What follows belongs to an exercise in optimizing a design on an open flow for small area; a production flow would make more cautious choices.
Only simulation tests tie the RTL to the original design; equivalence was not proved.

==> flow/design.v <==
module alu_adder (
    input             clk,
    input             rst,
    input             req_valid,
    output            req_ready,
    input      [7:0]  ctrl,
    input      [31:0] src,
    input      [31:0] dest,
    input             flag_we,
    input      [5:0]  flag_wdata,
    output reg        resp_valid,
    output reg [31:0] result,
    output     [5:0]  flags,
    output reg        faulted,
    output reg [2:0]  fault_cause
);
    localparam OP_ADD = 5'd0,  OP_ADC = 5'd1,  OP_SUB = 5'd2,  OP_SBB = 5'd3;
    localparam OP_MUL = 5'd4,  OP_IMUL = 5'd5, OP_DIV = 5'd6,  OP_IDIV = 5'd7;
    localparam OP_MOD = 5'd8,  OP_IMOD = 5'd9, OP_AND = 5'd10, OP_OR = 5'd11;
    localparam OP_XOR = 5'd12, OP_SHL = 5'd13, OP_SHR = 5'd14, OP_SAR = 5'd15;
    localparam OP_SAL = 5'd16;
    localparam CAUSE_DIV_ZERO = 3'd2, CAUSE_DIV_OVF = 3'd3;
    localparam CAUSE_ILL_OP = 3'd4, CAUSE_ILL_W = 3'd5;
    reg cf, pf, af, zf, sf, of;
    assign flags = {of, sf, zf, af, pf, cf};
    reg        busy;
    reg [5:0]  div_count;
    reg [31:0] div_quo;       
    reg [31:0] div_rem;
    reg [31:0] div_divisor;
    reg        div_neg_q;
    reg        div_neg_r;
    reg        div_want_rem;
    reg [31:0] div_mask;
    assign req_ready = !busy && !faulted;
    wire accept = req_valid && req_ready;
    wire [4:0] op = ctrl[4:0];
    wire [1:0] wc = ctrl[6:5];
    wire illegal_op = ctrl[7] || (op > OP_SAL);
    wire illegal_w  = (wc == 2'b11);
    wire w8  = (wc == 2'b00);
    wire w16 = (wc == 2'b01);
    wire [31:0] mask = w8 ? 32'h0000_00FF : w16 ? 32'h0000_FFFF : 32'hFFFF_FFFF;
    wire [31:0] s = src & mask;
    wire [31:0] d = dest & mask;
    function msb_w(input [31:0] x, input is8, input is16);
        msb_w = is8 ? x[7] : is16 ? x[15] : x[31];
    endfunction
    function [31:0] sext_w(input [31:0] x, input is8, input is16);
        sext_w = is8 ? {{24{x[7]}}, x[7:0]} : is16 ? {{16{x[15]}}, x[15:0]} : x;
    endfunction
    function bit_w(input [63:0] x, input is8, input is16);
        bit_w = is8 ? x[8] : is16 ? x[16] : x[32];
    endfunction
    wire s_msb = msb_w(s, w8, w16);
    wire d_msb = msb_w(d, w8, w16);
    wire [31:0] s_sx = sext_w(s, w8, w16);
    wire [31:0] d_sx = sext_w(d, w8, w16);
    wire is_div_family = (op == OP_DIV) || (op == OP_IDIV) || (op == OP_MOD) || (op == OP_IMOD);
    wire is_signed_div = (op == OP_IDIV) || (op == OP_IMOD);
    wire is_shift = (op == OP_SHL) || (op == OP_SHR) || (op == OP_SAR) || (op == OP_SAL);
    wire div_by_zero = is_div_family && (s == 32'd0);
    wire div_overflow = is_signed_div && (s == mask) && (d == (mask ^ (mask >> 1)));
    wire cin = ((op == OP_ADC) || (op == OP_SBB)) ? cf : 1'b0;
    wire [32:0] sum  = {1'b0, d} + {1'b0, s} + {32'd0, cin};
    wire [32:0] diff = {1'b0, d} - {1'b0, s} - {32'd0, cin};
    wire        mul_signed = (op == OP_IMUL);
    wire [32:0] mul_a = mul_signed ? {s_sx[31], s_sx} : {1'b0, s};
    wire [32:0] mul_b = mul_signed ? {d_sx[31], d_sx} : {1'b0, d};
    wire [65:0] prod  = $signed(mul_a) * $signed(mul_b);
    wire [31:0] prod_w = prod[31:0] & mask;
    wire [31:0] prod_w_sx = sext_w(prod_w, w8, w16);
    wire [65:0] prod_fit = mul_signed ? {{34{prod_w_sx[31]}}, prod_w_sx} : {34'd0, prod_w};
    wire        mul_ovf = (prod != prod_fit);
    wire [4:0]  cnt = src[4:0];
    wire [63:0] shl_wide = {32'd0, d} << cnt;
    wire [32:0] shr_wide = {d, 1'b0} >> cnt;
    wire [32:0] sar_wide = $signed({d_sx, 1'b0}) >>> cnt;
    reg [31:0] r;
    reg        n_cf, n_of;
    reg        write_flags;
    always @(*) begin
        r = 32'd0;
        n_cf = cf;
        n_of = of;
        write_flags = 1'b1;
        case (op)
            OP_ADD, OP_ADC: begin
                r = sum[31:0] & mask;
                n_cf = bit_w({31'd0, sum}, w8, w16);
                n_of = (s_msb == d_msb) && (msb_w(r, w8, w16) != s_msb);
            end
            OP_SUB, OP_SBB: begin
                r = diff[31:0] & mask;
                n_cf = bit_w({31'd0, diff}, w8, w16);
                n_of = (s_msb != d_msb) && (msb_w(r, w8, w16) != d_msb);
            end
            OP_MUL, OP_IMUL: begin
                r = prod_w;
                n_cf = mul_ovf;
                n_of = mul_ovf;
            end
            OP_AND: begin r = s & d; n_cf = 1'b0; n_of = 1'b0; end
            OP_OR:  begin r = s | d; n_cf = 1'b0; n_of = 1'b0; end
            OP_XOR: begin r = s ^ d; n_cf = 1'b0; n_of = 1'b0; end
            OP_SHL, OP_SAL: begin
                r = shl_wide[31:0] & mask;
                n_cf = bit_w(shl_wide, w8, w16);
                n_of = msb_w(r, w8, w16) ^ n_cf;
            end
            OP_SHR: begin
                r = shr_wide[32:1] & mask;
                n_cf = shr_wide[0];
                n_of = d_msb;
            end
            OP_SAR: begin
                r = sar_wide[32:1] & mask;
                n_cf = sar_wide[0];
                n_of = 1'b0;
            end
            default: begin
                r = 32'd0;
                write_flags = 1'b0;
            end
        endcase
        if (is_shift && cnt == 5'd0) begin
            r = d;
            write_flags = 1'b0;
        end
    end
    wire n_zf = (r == 32'd0);
    wire n_sf = msb_w(r, w8, w16);
    wire n_pf = ~^r[7:0];
    wire [31:0] div_a = is_signed_div ? d_sx : d;
    wire [31:0] div_b = is_signed_div ? s_sx : s;
    wire        neg_a = is_signed_div && div_a[31];
    wire        neg_b = is_signed_div && div_b[31];
    wire [31:0] mag_a = neg_a ? -div_a : div_a;
    wire [31:0] mag_b = neg_b ? -div_b : div_b;
    wire [32:0] rem_shift = {div_rem, div_quo[31]};
    wire [32:0] rem_sub   = rem_shift - {1'b0, div_divisor};
    wire        q_bit     = !rem_sub[32];
    wire [31:0] q_final = div_neg_q ? -div_quo : div_quo;
    wire [31:0] r_final = div_neg_r ? -div_rem : div_rem;
    always @(posedge clk) begin
        if (rst) begin
            resp_valid  <= 1'b0;
            result      <= 32'd0;
            faulted     <= 1'b0;
            fault_cause <= 3'd0;
            busy        <= 1'b0;
            div_count   <= 6'd0;
            {of, sf, zf, af, pf, cf} <= 6'd0;
        end else begin
            resp_valid <= 1'b0;
            if (accept) begin
                if (illegal_op) begin
                    faulted <= 1'b1;
                    fault_cause <= CAUSE_ILL_OP;
                end else if (illegal_w) begin
                    faulted <= 1'b1;
                    fault_cause <= CAUSE_ILL_W;
                end else if (div_by_zero) begin
                    faulted <= 1'b1;
                    fault_cause <= CAUSE_DIV_ZERO;
                end else if (div_overflow) begin
                    faulted <= 1'b1;
                    fault_cause <= CAUSE_DIV_OVF;
                end else if (is_div_family) begin
                    busy         <= 1'b1;
                    div_count    <= 6'd32;
                    div_quo      <= mag_a;
                    div_rem      <= 32'd0;
                    div_divisor  <= mag_b;
                    div_neg_q    <= neg_a ^ neg_b;
                    div_neg_r    <= neg_a;
                    div_want_rem <= (op == OP_MOD) || (op == OP_IMOD);
                    div_mask     <= mask;
                end else begin
                    resp_valid <= 1'b1;
                    result     <= r;
                    if (write_flags) begin
                        cf <= n_cf;
                        pf <= n_pf;
                        zf <= n_zf;
                        sf <= n_sf;
                        of <= n_of;
                    end
                end
            end else if (busy) begin
                if (div_count != 6'd0) begin
                    div_count <= div_count - 6'd1;
                    div_quo   <= {div_quo[30:0], q_bit};
                    div_rem   <= q_bit ? rem_sub[31:0] : rem_shift[31:0];
                end else begin
                    busy       <= 1'b0;
                    resp_valid <= 1'b1;
                    result     <= (div_want_rem ? r_final : q_final) & div_mask;
                end
            end else if (flag_we) begin
                {of, sf, zf, af, pf, cf} <= flag_wdata;
            end
        end
    end
endmodule
==> flow/run.sh <==
#!/bin/bash
# synth_recipe.tcl (not shown) runs the flow's synth.tcl, then flattens the netlist and writes it again
# the make line also repeats each setting of config.mk as NAME=value (left out here)
make -C /OpenROAD-flow-scripts/flow DESIGN_CONFIG=/design/flow/config.mk WORK_HOME=/design/flow/orfs CLKGATE_MAP_FILE= SYNTH_SCRIPT=/design/flow/synth_recipe.tcl finish
==> flow/config.mk <==
export PLATFORM = sky130hd
export DESIGN_NAME = alu_adder
export DESIGN_NICKNAME = alu_adder
export VERILOG_FILES = /design/flow/design.v
export SDC_FILE = /design/flow/constraint.sdc
export NUM_CORES = 4
export LEC_CHECK = 0
export CAP_MARGIN = 20
export CORE_MARGIN = 2
export CORE_UTILIZATION = 40
export SLEW_MARGIN = 20
==> flow/constraint.sdc <==
create_clock -name core_clock -period 20.0 [get_ports {clk}]
set_input_delay 4.0000 -clock core_clock [delete_from_list [all_inputs] [get_ports {clk}]]
set_output_delay 4.0000 -clock core_clock [all_outputs]
set_load 0.01 [all_outputs]
==> run summary <==
## synthesized netlist by cell type, types with 106 or more instances
library cell	count
mux2i_1	110
a21oi_1	348
nor2_1	962
nand3_1	106
o21ai_0	333
nand2_1	1011
xnor2_1	152
ha_1	388
fa_1	1150
inv_1	1102
clkbuf_1	392
nor3_1	107
## cells by family after synthesis
group | Yosys count | synth area share [%]
buffers and inverters | 1596 | 9.92
AOI/OAI and AO/OA | 1338 | 14.0
muxes | 157 | 3.31
adders and majority gates | 1538 | 45.2
xor gates and xnor gates | 235 | 3.34
DFF | 151 | 6.54
and+or+nand+nor | 2552 | 17.7
## registers in the layout, summed over array words and instances, names as in the netlist
| register | cells |
|---|---|
| af | 1 |
| busy | 1 |
| cf | 1 |
| div_count | 6 |
| div_divisor | 32 |
| div_mask | 2 |
| div_neg_q | 1 |
| div_neg_r | 1 |
| div_quo | 32 |
| div_rem | 32 |
| div_want_rem | 1 |
| fault_cause | 3 |
| faulted | 1 |
| of | 1 |
| pf | 1 |
| resp_valid | 1 |
| result | 32 |
| sf | 1 |
| zf | 1 |
## how the worst max path moves through the flow
stage,endpoint,slack (ns),startpoint
2_1_floorplan,cf$_SDFFE_PP0P_,5.52,ctrl[6]
3_3_place_gp,cf$_SDFFE_PP0P_,2.23,src[7]
3_5_place_dp,cf$_SDFFE_PP0P_,2.50,src[7]
4_1_cts,cf$_SDFFE_PP0P_,2.90,src[7]
5_1_grt,cf$_SDFFE_PP0P_,2.17,src[7]
6_report,cf$_SDFFE_PP0P_,2.79,src[7]
## worst max-delay path, delay by kind of cell
kind	cells	cell delay, ns
xor+xnor	1	0.33
fa+ha+maj	9	4.55
buf+inv	10	1.96
compound gates	10	4.01
simple gates	6	2.55
## routing by layer
metal | up-vias | wire length [µm] | part of all wire, %
li1 | 24320 | - | -
met1 | 29616 | 113000 | 37
met2 | 3840 | 133000 | 44
met3 | 1120 | 31400 | 10
met4 | 20 | 28300 | 9.2
met5 | - | 124 | 0.041
## cell type report
cell class	count	area (µm²)
Tap cell	2044	2560
Sequential cell	151	4030
Antenna cell	10	25.0
Clock inverter	12	130
Inverter	1113	4180
Clock buffer	20	437
Multi-Input combinational cell	5820	51700
Fill cell	15680	87600
Timing Repair Buffer	349	2910
## cell usage in the layout, fill, tap and decap left out, types with 36 or more instances in the layout
master / instances
a211oi_1: 52
a21o_1: 69
a21oi_1: 344
a22oi_1: 36
a31oi_1: 48
and2_1: 48
buf_4: 229
clkdlybuf4s50_1: 116
dfxtp_1: 50
edfxtp_1: 101
fa_1: 1150
ha_1: 388
inv_1: 1096
mux2i_1: 110
nand2_1: 1010
nand2b_1: 53
nand3_1: 106
nand4_1: 49
nor2_1: 936
nor3_1: 104
o211ai_1: 57
o21a_1: 40
o21ai_0: 326
o31ai_1: 41
or3_1: 36
xnor2_1: 151
xor2_1: 83
## metrics by stage
step           setup WS, ns  cell area, µm²  hold WS [ns]
2_1_floorplan          5.52           61700         0.446
3_3_place_gp           2.23           65400         0.446
3_5_place_dp           2.50           65400         0.449
4_1_cts                2.90           65900         0.459
5_1_grt                2.17           65900         0.471
6_report               2.79           66000         0.458
==> run summary <==
data required time of the worst path=around 20 ns; Port Buf Inserts=roughly 130; Worst Hold End=fault_cause[0]$_SDFFE_PP0P_; number of post-CTS setup repair buffers=0; synth top area cells=fa_1 37%, ha_1 7.9%, inv_1 6.7%; depth of the worst register-to-register path=21; CP peak stage delay=0.98 ns; 1st-iter DRT viols=6,689; Setup Crit Path Kind=in -> reg; Cells after Synth=7,567; GRT Max-Usage Layer=met2; EDFF count, synth=101; Final period util=a little under nine tenths; flop2flop setup slack=12.76 ns; Longest Clk Path Bufs=2; library cells used by synthesis=102; DIE AREA=157,000 µm²; area leader, netlist=fa_1; Worst-Skew Late Latency=0.44 ns; RSZ-0062 raised after global routing=false; M3 GR Usage=a little under a tenth; Final #Nets=9,072; CTS Buf Count=17; Hold Startpoint=fault_cause[0]$_SDFFE_PP0P_; Critical Path Sink Type=flip-flop; GPL Wtd Cong=~1.1; vias in the first global route=60,354; slowest CP cell=nor2_2; Slew Limit Headroom=19.5%; H-tree Lvls=4; vias per inst=6.19; grt total ovfl=0; setup tns final=0 ns; Placed Instances=9,477; Final Core Density=43.0%; Worst Skew=between 0.01 and 0.015 ns; register area share after synthesis=6.54%; DR WL/cell=approximately 32 µm; status=timing/DRC/antenna clean; Antenna Nets Post-Route=0; max-cap violations=0; CTS tree=done; share of the synthesized area in the top cell type=37.3%; Clock Root Buffer=clkbuf_16; Starting Density=40.2%; total global-route track usage=38.9%; data arrival time of the worst path=roughly 18 ns; Yosys reg bits=151; via count=58,916; Final Critical Period=17.21 ns; Pre-antenna DRT Iters=7; largest net degree at the start of global routing=69; Remaining DRCs=0; Final setup viols=0; worst hold stages=2; dpl hpwl=240,000 µm; critical path startpoint category=primary input; mapped cell area=slightly above 60,000 µm²; fraction of layout cells with a size suffix above 1=under 10%; M2 GR Usage=60.1%; non-filler cells, final=9,519; row cnt=144; die height=397 µm; final hold vios=0; yosys warns=1; Synthesized Nets=9,187; final wirelength=between 300,000 and 400,000 µm; # resized after CTS=0; hold_buf cts=0; Ports=126; R2R Path End=zf$_SDFFE_PP0P_; clock slew at reported path FFs=0.07 ns; async set-reset flop share out of synthesis=0%; clock sinks=around 150; Horiz. Die Dim=397 µm; Hold WC Path Type=reg -> reg; Primary FF master, synth=edfxtp_1; GR Layer Usage met1=47.5%; Crit Path Max Fanout=24; Final Slew Violations=0; core area=between 150,000 and 200,000 µm²; fmax=~0.058 GHz; Mean Syn Cell Area=8.15 µm²; critical register-to-register path startpoint=cf$_SDFFE_PP0P_; Worst Max-Slew Pin Slew=1.21 ns; first-pass GRT wire length=between 400,000 and 500,000 µm; Synth-to-Final Area Change=6.97%; antenna violations before repair=29

## re-timing with driven ports
Ports are ideal in the flow. The routed layout listed here was re-timed in OpenROAD. Step 1 sets driving cells, clkbuf_16 on the clock port and buf_2 on the other inputs (assumed; they add their load-dependent delay and slew). Step 2, shift: input delay + t, output delay - t, t = (earliest + latest rising clock arrival at the registers) / 2. This alone moves slack from input paths to output paths. a / b / c = no drivers / after step 1 / after step 2; a / b = the first two.
t, ns: 0.487
setup WS [ns]: 2.794 / 2.810 / 2.322
clock arrival spread, ns: 0.012 / 0.013
After both steps this run still meets setup and hold. The setup slack of this run moves by +0.016 ns with the drivers and by -0.472 ns with both steps.
